What follows belongs to an exercise in optimizing a design on an open flow for a short achievable clock period and few clock cycles; a production flow would make more cautious choices.
Only simulation tests tie the RTL to the original design; equivalence was not proved.
Power is estimated from default activity; no workload was simulated.

==> ember <==
## slede8_core
module slede8_core (
    input  wire        clk,
    input  wire        rst,           
    input  wire [15:0] budget,        
    output wire        imem_req,
    output wire [11:0] imem_addr,
    input  wire        imem_ack,
    input  wire [15:0] imem_rdata,
    output wire        dmem_req,
    output wire        dmem_we,
    output wire [11:0] dmem_addr,
    output wire [7:0]  dmem_wdata,
    input  wire        dmem_ack,
    input  wire [7:0]  dmem_rdata,
    input  wire        in_avail,
    input  wire [7:0]  in_data,
    output wire        in_take,
    output wire        out_valid,
    output wire [7:0]  out_data,
    output wire        done,
    output wire [2:0]  fault_code,
    output wire [12:0] pc_out,
    output wire [16:0] tick_out,
    output wire        flag_out,
    output wire [5:0]  depth_out,
    input  wire [3:0]  dbg_addr,
    output wire [7:0]  dbg_data
);
==> flow/config.mk <==
export PLATFORM = sky130hd
export DESIGN_NAME = slede8_core
export DESIGN_NICKNAME = slede8_core
export VERILOG_FILES = /design/flow/design.v
export SDC_FILE = /design/flow/constraint.sdc
export NUM_CORES = 4
export LEC_CHECK = 0
export CAP_MARGIN = 20
export CORE_MARGIN = 2
export CORE_UTILIZATION = 40
export SLEW_MARGIN = 20
==> flow/constraint.sdc <==
create_clock -name core_clock -period 10.0 [get_ports {clk}]
set_input_delay 2.0000 -clock core_clock [delete_from_list [all_inputs] [get_ports {clk}]]
set_output_delay 2.0000 -clock core_clock [all_outputs]
set_load 0.01 [all_outputs]
run.sh (not shown) runs the stock make flow with config.mk's settings and CLKGATE_MAP_FILE= SYNTH_SCRIPT=/design/flow/synth_recipe.tcl, a recipe that flattens the netlist after the stock synthesis.
==> inputs of onyx, as changes to ember <==
--- a/flow/design.v
+++ b/flow/design.v
@@ -159,36 +159,56 @@
               !(cmp0 && bhopp1) && !raw;
     wire ex1 = p1 && ex0 && (!mem1 || dmem_ack);
     wire        red0  = go0 && taken0;
     wire        red1  = p1 && taken1;
     wire        redir = red0 || red1;
-    wire [12:0] tgt0  = retur0 ? tos : {1'b0, w0[15:4]};
-    wire [12:0] tgt1  = retur1 ? tos : {1'b0, w1[15:4]};
-    wire [12:0] tgt   = red0 ? tgt0 : tgt1;
-    wire [12:0] tgt2  = red0 ? (tgt0 + 13'd2) : (tgt1 + 13'd2);
-    wire        tgt_ok_i = (tgt <= 13'd4094);
-    wire        tgt_ok_d = (tgt <= 13'd4093);
+    wire        sel0  = have0 && taken0;
+    wire        sel1  = have1 && taken1 && !taken0 && ok2 && !dhold && !wait0 && !mem0 &&
+                        !(retur1 && st_empty) && !(tur1 && st_full) && !(cmp0 && bhopp1);
+    wire [12:0] tos2   = tos + 13'd2;
+    wire [12:0] j0     = {1'b0, w0[15:4]};
+    wire [12:0] j1     = {1'b0, w1[15:4]};
+    wire [12:0] j0_2   = j0 + 13'd2;
+    wire [12:0] j1_2   = j1 + 13'd2;
+    wire [12:0] tgt0   = retur0 ? tos : j0;
+    wire [12:0] tgt1   = retur1 ? tos : j1;
+    wire [12:0] tgt0_2 = retur0 ? tos2 : j0_2;
+    wire [12:0] tgt1_2 = retur1 ? tos2 : j1_2;
+    wire        tos_ok_i = (tos <= 13'd4094);
+    wire        tos_ok_d = (tos <= 13'd4093);
+    wire        okt0_i = retur0 ? tos_ok_i : (w0[15:4] != 12'hFFF);
+    wire        okt0_d = retur0 ? tos_ok_d : (w0[15:5] != 11'h7FF);
+    wire        okt1_i = retur1 ? tos_ok_i : (w1[15:4] != 12'hFFF);
+    wire        okt1_d = retur1 ? tos_ok_d : (w1[15:5] != 11'h7FF);
+    wire [12:0] tgt    = red0 ? tgt0 : tgt1;
+    wire [12:0] tgt_2  = red0 ? tgt0_2 : tgt1_2;
     wire [11:0] d_h0  = ptr - pc2[11:0];
     wire [11:0] d_h1  = ptr - pc2[11:0] - 12'd2;
     wire        hz0   = lagr0 && (d_h0 < 12'd12);
     wire        hz1   = lagr1 && (d_h1 < 12'd12);
     wire        flush = (ex0 && hz0) || (ex1 && hz1);
-    wire [12:0] flush_pc = (ex1 && hz1) ? pc2 + 13'd2 : pc2;
+    wire [12:0] pc4      = pc2 + 13'd2;
+    wire [12:0] pc6      = pc2 + 13'd4;
+    wire [12:0] flush_pc = (ex1 && hz1) ? pc4 : pc2;
+    wire [12:0] flush_pc2 = (ex1 && hz1) ? pc6 : pc4;
     wire tail_ok_i = (tail <= 13'd4094) && (qlen <= 4'd6);
     wire tail_ok_d = (tail <= 13'd4093) && (qlen <= 4'd5);
-    wire fresh_i   = running && !ihold && !any_term && (redir ? tgt_ok_i : tail_ok_i);
+    wire okf_i     = sel0 ? okt0_i : (sel1 ? okt1_i : tail_ok_i);
+    wire okf_d     = sel0 ? okt0_d : (sel1 ? okt1_d : tail_ok_d);
+    wire fresh_i   = running && !ihold && !any_term && okf_i;
+    wire amem      = (have0 && mem0) || (have1 && mem1);
     wire memreq0   = go0 && mem0;
     wire memreq1   = p1 && mem1;
     wire memreq    = memreq0 || memreq1;
-    wire fresh_d   = fresh_i && !dhold && !memreq && (redir ? tgt_ok_d : tail_ok_d);
-    wire [12:0] fa  = redir ? tgt : tail;
-    wire [12:0] fa2 = redir ? tgt2 : tail2;
+    wire fresh_d   = fresh_i && !dhold && !amem && okf_d;
+    wire [12:0] fa  = sel0 ? tgt0 : (sel1 ? tgt1 : tail);
+    wire [12:0] fa2 = sel0 ? tgt0_2 : (sel1 ? tgt1_2 : tail2);
     assign imem_req   = ihold || fresh_i;
     assign imem_addr  = ihold ? ih_addr : fa[11:0];
     assign dmem_req   = dhold || memreq || fresh_d;
-    assign dmem_we    = !dhold && ((memreq0 && lagr0) || (memreq1 && lagr1));
-    assign dmem_addr  = dhold ? dh_addr : (memreq ? ptr : fa2[11:0]);
+    assign dmem_we    = !dhold && ((have0 && mem0) ? lagr0 : (have1 && lagr1));
+    assign dmem_addr  = dhold ? dh_addr : (amem ? ptr : fa2[11:0]);
     assign dmem_wdata = lagr0 ? xa0 : xa1;
     assign in_take   = (go0 && les0) || (p1 && les1);
     assign out_valid = (go0 && skriv0) || (p1 && skriv1);
     assign out_data  = skriv0 ? xa0 : xa1;
     assign done       = !running || done_now;
@@ -201,27 +221,23 @@
     wire i_ok = imem_ack && !flush && (ihold ? (!ih_stale && !redir) : 1'b1);
     wire d_ok = fresh_d && dmem_ack && i_ok;
     wire [1:0] app  = i_ok ? (d_ok ? 2'd3 : 2'd2) : 2'd0;
     wire [2:0] cons = ex0 ? (ex1 ? 3'd4 : 3'd2) : 3'd0;
     wire [7:0] fb0 = imem_rdata[7:0], fb1 = imem_rdata[15:8], fb2 = dmem_rdata;
-    reg [7:0]  nq [0:7];
-    reg [3:0]  base;
+    reg [7:0] nq0 [0:7];
+    reg [7:0] nq2 [0:7];
+    reg [7:0] nq4 [0:7];
+    reg [7:0] nqr [0:7];
     integer k;
     always @(*) begin
-        if (redir || flush) begin
-            base = 4'd0;
-            for (k = 0; k < 8; k = k + 1) nq[k] = q[k];
-        end else begin
-            base = qlen - {1'b0, cons};
-            for (k = 0; k < 8; k = k + 1)
-                nq[k] = (cons == 3'd4) ? ((k < 4) ? q[k+4] : q[k]) :
-                        (cons == 3'd2) ? ((k < 6) ? q[k+2] : q[k]) : q[k];
-        end
         for (k = 0; k < 8; k = k + 1) begin
-            if (app != 2'd0 && k == base)             nq[k] = fb0;
-            if (app != 2'd0 && k == base + 4'd1)      nq[k] = fb1;
-            if (app == 2'd3 && k == base + 4'd2)      nq[k] = fb2;
+            nq0[k] = (k == qlen) ? fb0 : (k == qlen + 4'd1) ? fb1 : (k == qlen + 4'd2) ? fb2 : q[k];
+            nq2[k] = (k + 2 == qlen) ? fb0 : (k + 1 == qlen) ? fb1 : (k == qlen) ? fb2 :
+                     ((k < 6) ? q[(k+2)%8] : q[k]);
+            nq4[k] = (k + 4 == qlen) ? fb0 : (k + 3 == qlen) ? fb1 : (k + 2 == qlen) ? fb2 :
+                     ((k < 4) ? q[(k+4)%8] : q[k]);
+            nqr[k] = (k == 0) ? fb0 : (k == 1) ? fb1 : (k == 2) ? fb2 : q[k];
         end
     end
     reg       we0, we1;
     reg [3:0] wa0r, wa1r;
     reg [7:0] wd0, wd1;
@@ -272,25 +288,42 @@
             for (i = 0; i < STACK_DEPTH - 1; i = i + 1)
                 stk[i] <= stk[i+1];
         end
     end
     wire [1:0]  nstep = {1'b0, ex0} + {1'b0, ex1};
+    wire [16:0] tick2 = tick + 17'd2;
+    wire [16:0] tick3 = tick + 17'd3;
     wire        lt0 = (tick          < {1'b0, budget_q});
     wire        lt1 = (tick1         < {1'b0, budget_q});
-    wire        lt2 = (tick + 17'd2  < {1'b0, budget_q});
-    wire        lt3 = (tick + 17'd3  < {1'b0, budget_q});
-    reg  [12:0] pc_n, tail_n;
+    wire        lt2 = (tick2 < {1'b0, budget_q});
+    wire        lt3 = (tick3 < {1'b0, budget_q});
+    wire [12:0] abase = redir ? tgt : tail;           
+    wire [12:0] abase2 = redir ? tgt_2 : tail2;
+    wire [12:0] abase3 = abase + 13'd3;
+    wire [12:0] abase4 = abase + 13'd4;
+    wire [12:0] abase5 = abase + 13'd5;
+    reg  [12:0] pc_n, pc2_n, tail_n, tail2_n;
     always @(*) begin
         if (redir) begin
-            pc_n   = tgt;
-            tail_n = tgt + {11'd0, app};
+            pc_n = tgt;  pc2_n = tgt_2;
         end else if (flush) begin
-            pc_n   = flush_pc;
-            tail_n = flush_pc;
+            pc_n = flush_pc;  pc2_n = flush_pc2;
+        end else if (cons == 3'd4) begin
+            pc_n = pc4;  pc2_n = pc6;
+        end else if (cons == 3'd2) begin
+            pc_n = pc2;  pc2_n = pc4;
+        end else begin
+            pc_n = pc;   pc2_n = pc2;
+        end
+        if (flush) begin
+            tail_n = flush_pc;  tail2_n = flush_pc2;
+        end else if (app == 2'd3) begin
+            tail_n = abase3;  tail2_n = abase5;
+        end else if (app == 2'd2) begin
+            tail_n = abase2;  tail2_n = abase4;
         end else begin
-            pc_n   = pc + {10'd0, cons};
-            tail_n = tail + {11'd0, app};
+            tail_n = abase;   tail2_n = abase2;
         end
     end
     always @(posedge clk) begin
         budget_q <= budget;
         avail_q  <= in_avail;
@@ -348,20 +381,21 @@
                     flag <= cmp_y0;
                 if (push)
                     depth <= depth + 6'd1;
                 else if (pop)
                     depth <= depth - 6'd1;
-                tick  <= tick + {15'd0, nstep};
-                tick1 <= tick1 + {15'd0, nstep};
+                tick  <= (nstep == 2'd0) ? tick  : (nstep == 2'd1) ? tick1 : tick2;
+                tick1 <= (nstep == 2'd0) ? tick1 : (nstep == 2'd1) ? tick2 : tick3;
                 ok1   <= (nstep == 2'd0) ? lt0 : (nstep == 2'd1) ? lt1 : lt2;
                 ok2   <= (nstep == 2'd0) ? lt1 : (nstep == 2'd1) ? lt2 : lt3;
                 pc    <= pc_n;
-                pc2   <= pc_n + 13'd2;
+                pc2   <= pc2_n;
                 tail  <= tail_n;
-                tail2 <= tail_n + 13'd2;
+                tail2 <= tail2_n;
                 qlen  <= (redir || flush) ? {2'd0, app} : (qlen - {1'b0, cons} + {2'd0, app});
                 for (i = 0; i < 8; i = i + 1)
-                    q[i] <= nq[i];
+                    q[i] <= (redir || flush) ? nqr[i] : (cons == 3'd4) ? nq4[i] :
+                            (cons == 3'd2) ? nq2[i] : nq0[i];
             end
         end
     end
 endmodule
ABC_CLOCK_PERIOD_IN_PS = 3000   (was unset)
SETUP_SLACK_MARGIN = 5   (was unset)
==> qor summary <==
metric                                                                          ember               onyx
Number of antenna violations at the first check in global routing                   5                 28
Actual transition at the worst max-transition pin                             1287 ps            1377 ps
Clock net power                                                               3300 uW            3390 uW
Cell internal power dissipation                                               7765 uW           11190 uW
Leakage power                                                              0.02199 uW         0.02722 uW
Die Span X                                                                   363.5 um           379.6 um
Average size of a mapped cell                                             8.217 sq um        7.841 sq um
Combinational cell fraction of total power                                      46.2%              63.6%
Netlist area before placement                                           0.05171 sq mm      0.05643 sq mm
Power Sequential                                                              4190 uW            4700 uW
Sequential share of power                                                       30.1%              21.2%
Count of fill cells added during filler insertion                              12.68k             13.14k
Worst reg2reg startpoint                                            q[0][5]$_DFFE_PP_  q[2][5]$_DFFE_PP_
Taps Inserted                                                                    1662               1876
Initial cell density of the core                                               40.45%             40.39%
Source-to-sink clock delay at the later pin of the worst-skew pair             720 ps             730 ps
Unrepaired setup endpoints after global routing                                 false               true
Count of inverters not on the clock network in the layout                         161                185
Status                                                       timing/DRC/antenna clean  timing/DRC/antenna clean
Pre-CTS worst setup slack                                                     1984 ps            3126 ps
Initial DRC count                                                                6714             10.73k
Clock skew                                                                   59.95 ps           34.95 ps
Via count                                                                      49.19k             63.32k
Placed Instances                                                                 7769               8819
Testbench counts of ember, summed over its fixed seeds: cycles 17,838.
Testbench counts of onyx, summed over its fixed seeds: cycles 17,869.

[afterwards: timing with drivers on the ports]
How much do the figures lean on ideal ports? The routed layouts below were timed once more, with nothing changed but the port constraints. Step 1, drivers: a clkbuf_16 drives clk and a buf_2 each remaining input, both assumed. Step 2 adds t to the input delays and takes it off the output delays; t is the mean of the earliest and latest rising clock arrival at the registers after step 1. Input paths then give back, and output paths get back, about the clock's delay inside the block. Slacks: ideal ports / drivers / drivers and shift; pairs: ideal ports / drivers.
| run | shift t [ns] | slack for setup (ns) | worst data-port slew with drivers (ns) |
|---|---|---|---|
| ember | 0.769 | 1.238 / 1.163 / 1.797 | 0.10 |
| onyx | 0.783 | 4.252 / 4.179 / 4.139 | 0.13 |
After both steps setup and hold are still met in every run listed. The setup slack of onyx, which loses most, moves by -0.073 ns with the drivers and by -0.113 ns with both steps.
